This is an optimization exercise on Yosys and OpenROAD, whose aim is small area, a short achievable clock period and few clock cycles per item, not a production implementation. Where RTL was checked, it was by simulation tests only, not by an equivalence proof against the original. Power figures rest on the tool's default switching activity, not on a simulated workload.

== wip/pepper ==
## pfc_pixel_encoder
module pfc_pixel_encoder (
    input  wire        clk,
    input  wire        rst,         
    input  wire        in_valid,
    output wire        in_ready,
    input  wire [23:0] in_color,    
    input  wire [7:0]  in_bright,
    output wire        out_valid,
    input  wire        out_ready,
    output wire [7:0]  out_data,
    output wire        out_last     
);
export LEC_CHECK = 0
export CAP_MARGIN = 20
export CORE_MARGIN = 2
export CORE_UTILIZATION = 40
export SLEW_MARGIN = 20
create_clock -name core_clock -period 15.0 [get_ports {clk}]
standard.sh (not shown) runs the stock make flow with config.mk's settings and CLKGATE_MAP_FILE= SYNTH_SCRIPT=/design/flow/synth_recipe.tcl, a recipe that flattens the netlist after the stock synthesis.
==> flow/flow/run.sh <==
#!/bin/bash
export BUFFER_PORTS_ARGS="-buffer_cell sky130_fd_sc_hd__buf_1"
export SETUP_SLACK_MARGIN=10.9
export CTS_ARGS="-repair_clock_nets -sink_clustering_enable -sink_clustering_size 60 -sink_clustering_max_diameter 500 -dont_use_dummy_load -root_buf sky130_fd_sc_hd__clkbuf_16 -buf_list sky130_fd_sc_hd__clkbuf_16"
bash standard.sh > standard.log 2>&1
Testbench counts of wip/pepper, summed over its fixed seeds: cycles 24,688, items 2,048.
--- input diff wip/pepper..wip/harbor ---
Settings: setting PLACE_DENSITY to 0.5 for the first time.
==> flow/flow/run.sh <==
#!/bin/bash
export BUFFER_PORTS_ARGS="-buffer_cell sky130_fd_sc_hd__buf_1"
export SETUP_SLACK_MARGIN=10.9
export CTS_ARGS="-repair_clock_nets -dont_use_dummy_load"
bash standard.sh > standard.log 2>&1
- wip/harbor closes out successfully: all stages finished, all timing, DRC and antenna checks passed.
- Taking wip/pepper as the reference, in wip/harbor combinational power share shows an increase of 1.5 points; area growth from synthesis to layout shows a reduction of 2.2 points; total power shows a reduction of about 6%; routed wire length shows a reduction of 200 µm; sequential share of layout area shows an increase of 0.89 points.
- Final worst setup slack: wip/pepper vs wip/harbor — no meaningful difference
- Where area of all placed cells without fillers is concerned, wip/pepper is outperformed by wip/harbor.
For wip/cedar, these inputs were changed with respect to wip/harbor:
Settings: clearing PLACE_DENSITY, which used to be 0.5.
==> flow/flow/run.sh <==
#!/bin/bash
export BUFFER_PORTS_ARGS="-buffer_cell sky130_fd_sc_hd__buf_1"
bash standard.sh > standard.log 2>&1
Findings:
Run comparison: wip/cedar most congested layer reported by global routing met1; wip/harbor most congested layer reported by global routing met2
a311o_1 as the slowest cell on the critical path was reported by wip/harbor, and buf_4 by wip/cedar.
Summary of wip/cedar over wip/harbor: part of the power in combinational logic decreased by 0.7 points relative to the old numbers, area added between synthesis and finish has increased, internal power summed over all cells increased by 0.40% relative to the old numbers.
Comparing worst setup slack for wip/harbor and wip/cedar, the bigger number came from wip/harbor.
The inputs of wip/umber differ from those of wip/cedar as listed below.
Settings: an added CTS_CLUSTER_DIAMETER of 500; an added CTS_CLUSTER_SIZE of 100.
diff --git a/flow/flow/run.sh b/flow/flow/run.sh
--- a/flow/flow/run.sh
+++ b/flow/flow/run.sh
@@ -2,0 +3 @@
+export SETUP_SLACK_MARGIN=10.9
==> comparison <==
Final non-filler cell total essentially unchanged between wip/cedar and wip/umber. Relative to wip/cedar, the area growth from synthesis to final layout of wip/umber is higher by 0.68 points. Between wip/cedar and wip/umber, the placed instance area does not differ in any meaningful way.
--- input diff wip/umber..wip/maple ---
Settings: swapping 40 for 60 in CORE_UTILIZATION; clearing CTS_CLUSTER_SIZE, which used to be 100; clearing CTS_CLUSTER_DIAMETER, which used to be 500; putting PLACE_DENSITY at 0.75 where nothing was set.
diff --git a/flow/flow/run.sh b/flow/flow/run.sh
--- a/flow/flow/run.sh
+++ b/flow/flow/run.sh
@@ -3,0 +4 @@
+export CTS_ARGS="-repair_clock_nets -dont_use_dummy_load"
[summary]
wip/maple has completed all stages; timing, DRC and antenna checks passed.
Comparing wip/umber against wip/maple, there is no change at all in number of non-clock inverters.
Compared with wip/umber, wip/maple shows net switching power figure lower by about 3.7%.
[wip/maple] detail-routed via count per cell rose 0.49 relative to wip/umber
In wip/maple, the critical path depth came out 5 below the value in wip/umber.

The RTL this note starts from:
==> flow/design.v <==
module pfc_pixel_encoder (
    input  wire        clk,
    input  wire        rst,         
    input  wire        in_valid,
    output wire        in_ready,
    input  wire [23:0] in_color,    
    input  wire [7:0]  in_bright,
    output wire        out_valid,
    input  wire        out_ready,
    output wire [7:0]  out_data,
    output wire        out_last     
);
    reg  [3:0]  fpos;       
    reg  [23:0] s_q;        
    reg  [7:0]  p_q;        
    reg  [7:0]  b_q;        
    reg  [1:0]  c_q;        
    reg  [1:0]  c11_q;      
    reg         cact;       
    reg         tk;         
    reg         ovalid;     
    reg         last_q;     
    reg         irdy;       
    wire [1:0] lane = fpos[3:2];
    wire [1:0] step = fpos[1:0];
    wire f0  = (fpos == 4'd0);
    wire f10 = lane[1] & (step == 2'd2);
    wire f11 = lane[1] & (step == 2'd3);
    wire shift = ovalid ? out_ready : (~f0 | in_valid | tk);
    wire take  = irdy & in_valid;
    wire ld    = shift & in_valid & (f0 | (cact & ~f11));
    wire [7:0] c_lane = lane[1] ? in_color[7:0] : lane[0] ? in_color[15:8] : in_color[23:16];
    wire [1:0] c_sel  = c_lane[2 * step +: 2];
    wire       lane_start = (step == 2'd1);
    wire [1:0] cp   = f0 ? c11_q : c_q;
    wire [7:0] base = lane_start ? 8'd0 : p_q;
    wire [9:0] t    = {2'b00, base}
                    + (cp[0] ? {2'b00, b_q} : 10'd0)
                    + (cp[1] ? {1'b0, b_q, 1'b0} : 10'd0);
    wire [7:0] xl   = {s_q[1:0], s_q[3:2], s_q[5:4], s_q[7:6]};
    wire [8:0] cy;
    wire [8:0] ones;
    assign cy[0]   = 1'b1;
    assign ones[0] = 1'b1;
    genvar i;
    generate
        for (i = 0; i < 8; i = i + 1) begin : g_conv
            assign cy[i+1]   = (p_q[i] & xl[i]) | ((p_q[i] | xl[i]) & cy[i]);
            assign ones[i+1] = ones[i] & p_q[i];
        end
    endgenerate
    wire [7:0] q = p_q ^ ({8{cy[8]}} & ones[7:0]);
    always @(posedge clk) begin
        if (rst) begin
            fpos   <= 4'd0;
            cact   <= 1'b0;
            tk     <= 1'b0;
            ovalid <= 1'b0;
            last_q <= 1'b1;
            irdy   <= 1'b0;
        end else begin
            if (shift) begin
                fpos   <= f11 ? 4'd0 : fpos + 4'd1;
                last_q <= f11;
                if (f0) begin
                    ovalid <= tk;
                    tk     <= 1'b0;
                end
            end
            if (ld & f0)
                cact <= 1'b1;
            if (ld & f10)
                irdy <= 1'b1;
            if (take) begin
                cact <= 1'b0;
                tk   <= 1'b1;
                irdy <= 1'b0;
            end
        end
    end
    always @(posedge clk) begin
        if (ld) begin
            c_q <= c_sel;
            b_q <= in_bright;
        end
        if (take)
            c11_q <= in_color[7:6];
        if (shift) begin
            p_q <= t[9:2];
            if (lane_start)
                s_q <= {s_q[21:8], q, t[1:0]};
            else
                s_q <= {s_q[21:0], t[1:0]};
        end
    end
    assign in_ready  = irdy;
    assign out_valid = ovalid;
    assign out_last  = last_q;
    assign out_data  = {{3{~s_q[22]}}, 2'b01, {3{~s_q[23]}}};
endmodule
Settings: LEC_CHECK=0, CAP_MARGIN=20, CORE_MARGIN=2, CORE_UTILIZATION=40, SLEW_MARGIN=20; clock period 15.0 ns.
==> flow/flow/run.sh <==
#!/bin/bash
# Standard layout (the standard.sh), with two changes:
#  - port buffers use the smallest buffer cell (buf_1) instead of the
#    resizer's default pick;
#  - timing repair aims for setup slack of 11.2 ns at the design's clock, so
#    that the achieved period (clock period less slack) is pushed down.
export BUFFER_PORTS_ARGS="-buffer_cell sky130_fd_sc_hd__buf_1"
export SETUP_SLACK_MARGIN=11.2
bash standard.sh > standard.log 2>&1
The first run passed the timing, design-rule and antenna checks.
Then changed:
==> flow/flow/run.sh (replaced) <==
#!/bin/bash
# Standard layout (the standard.sh), with two changes:
#  - port buffers use the smallest buffer cell (buf_1) instead of the
#    resizer's default pick;
#  - timing repair aims for setup slack of 11.6 ns at the design's clock, so
#    that the achieved period (clock period less slack) is pushed down.
export BUFFER_PORTS_ARGS="-buffer_cell sky130_fd_sc_hd__buf_1"
export SETUP_SLACK_MARGIN=11.6
bash standard.sh > standard.log 2>&1
Combinational power grows by 20%.
Area after synthesis is unchanged.
Cell count climbs by 6.3%.
Utilization went up by 5.8 points.
Setup slack improved by 0.030 ns.
Sequential share of layout area is lower by 4.4 points.
Power climbs by 7.5%.
Hold slack degrades by 0.0034 ns.
Routed wire length increases by 12%.
Critical path depth is unchanged.
Function was not checked in any run of this note: the RTL went through the layout flow alone.

== run 1 ==
pfc_pixel_encoder with an RTL version that a note above also has.
Size in the first run: roughly 250 cells after synthesis, ~53 flip-flops, ~2900 um^2 of cells after synthesis.
## pfc_pixel_encoder
module pfc_pixel_encoder (
    input  wire        clk,
    input  wire        rst,         
    input  wire        in_valid,
    output wire        in_ready,
    input  wire [23:0] in_color,    
    input  wire [7:0]  in_bright,
    output wire        out_valid,
    input  wire        out_ready,
    output wire [7:0]  out_data,
    output wire        out_last     
);
export LEC_CHECK = 0
export CAP_MARGIN = 20
export CORE_MARGIN = 2
export CORE_UTILIZATION = 40
export SLEW_MARGIN = 20
create_clock -name core_clock -period 15.0 [get_ports {clk}]
==> flow/flow/run.sh <==
#!/bin/bash
export BUFFER_PORTS_ARGS="-buffer_cell sky130_fd_sc_hd__buf_1"
export SETUP_SLACK_MARGIN=11.1
export RECOVER_POWER=100
export CTS_ARGS="-repair_clock_nets -dont_use_dummy_load"
bash standard.sh > standard.log 2>&1
Run 1 closes out successfully: all stages finished, all timing, DRC and antenna checks passed.
Testbench counts of run 1, summed over its fixed seeds: cycles 24,688, items 2,048.
> inputs changed (run 1 -> run 2)
==> flow/flow/run.sh <==
#!/bin/bash
export BUFFER_PORTS_ARGS="-buffer_cell sky130_fd_sc_hd__buf_1"
export SETUP_SLACK_MARGIN=10.9
export CTS_ARGS="-repair_clock_nets -dont_use_dummy_load"
bash standard.sh > standard.log 2>&1
==> run notes <==
Both conditions hold for run 2: the flow ran to the end and the final layout passed the timing, design-rule and antenna checks.
Run 1 ended up with fpos[2] as its last element of the critical path; run 2 ended up with last_q.
Design area deteriorates in run 2 relative to run 1.
Run 2 against run 1: non-clock buffer count decreased 2.1%, smallest hold slack increased 0.0039 ns, total power consumption of the routed design increased about 0.56%, detailed-routing iteration count for the pre-antenna-repair pass essentially unchanged.
Cmp run 2 and run 1 / total met3 wirelength after detailed routing / higher: run 2
Inputs modified between run 2 and run 3:
Settings: setting PLACE_DENSITY to 0.85 for the first time; changing CORE_UTILIZATION from 40 to 70.
## What came out
- The run showing the smaller proportion of cell area occupied by multi-input gates is run 2.
- Run 3 vs run 2: total met3 wirelength after detailed routing up by more than 10%
- Wire length delta (run 3 − run 2): unfavourable
- Compared run 3 vs run 2, and number of global-route vias before repair is up in run 3.
- A critical path's slowest cell of a311o_1 is what run 2 shows, while nor3_2 belongs to run 3.
- Run 3 has clock power share below what run 2 had.
Modified inputs, run 4 compared to run 3
Settings: CORE_UTILIZATION: 70 -> 40; PLACE_DENSITY: 0.85 -> unset.
[summary]
- Going from run 3 to run 4, global-route wire length before repair fell by 1.9%; final non-filler cell area saw little to no change.
- Re synthesized area: no difference whatsoever between run 4 and run 3.
- Internal power contribution went down slightly going from run 3 to run 4.
- Layout multi-input combinational cell count: run 4 < run 3
- Changes observed in run 4 relative to run 3: slew at the pin closest to its max-slew limit fell by 0.014 ns; die area went up by about 70%; number of standard cells in the layout, taps in and fillers out higher; post-route worst setup slack went up; net total in the final layout fell by 4.
- Re multi-input logic area: run 3 and run 4 aren't equal, and the higher value belongs to run 3.

-- static timing again, ports no longer ideal --
How much do the figures lean on ideal ports? The routed layouts below were timed once more, with nothing changed but the port constraints.
Step 1 (the two cells are an assumption about what drives the block):
set clk [get_ports {clk}]
set_driving_cell -lib_cell sky130_fd_sc_hd__clkbuf_16 $clk
set_driving_cell -lib_cell sky130_fd_sc_hd__buf_2 [delete_from_list [all_inputs] $clk]
Step 2 also shifts input and output timing later by t, the mid clock arrival at the registers, as if the neighbouring blocks saw the same clock.
a / b / c = ideal / step 1 / step 2; a / b = the first two.
run | t, ns | setup slack, ns | worst setup path at the end | latest minus earliest clock arrival (ns)
wip/pepper | 0.307 | 11.061 / 11.064 / 10.757 | input to register | 0.018 / 0.018
wip/harbor | 0.317 | 11.063 / 11.067 / 10.750 | input to register | 0.013 / 0.013
wip/cedar | 0.331 | 10.879 / 10.887 / 10.556 | input to register | 0.008 / 0.008
wip/umber | 0.328 | 11.089 / 11.063 / 10.766 | input to register | 0.010 / 0.010
wip/maple | 0.318 | 11.017 / 10.990 / 10.704 | input to register | 0.017 / 0.017
the first run of note 2 | 0.335 | 11.109 / 11.080 / 10.909 | input to register | 0.009 / 0.009
the second run of note 2 | 0.334 | 11.139 / 11.108 / 10.841 | input to register | 0.017 / 0.016
run 1 | 0.320 | 10.314 / 10.313 / 9.993 | input to register | 0.027 / 0.027
run 2 | 0.319 | 11.081 / 11.063 / 10.768 | input to register | 0.026 / 0.026
run 3 | 0.327 | 11.015 / 11.024 / 10.698 | input to register | 0.007 / 0.007
run 4 | 0.319 | 11.081 / 11.063 / 10.768 | input to register | 0.026 / 0.026
After both steps every run listed still meets setup and hold.
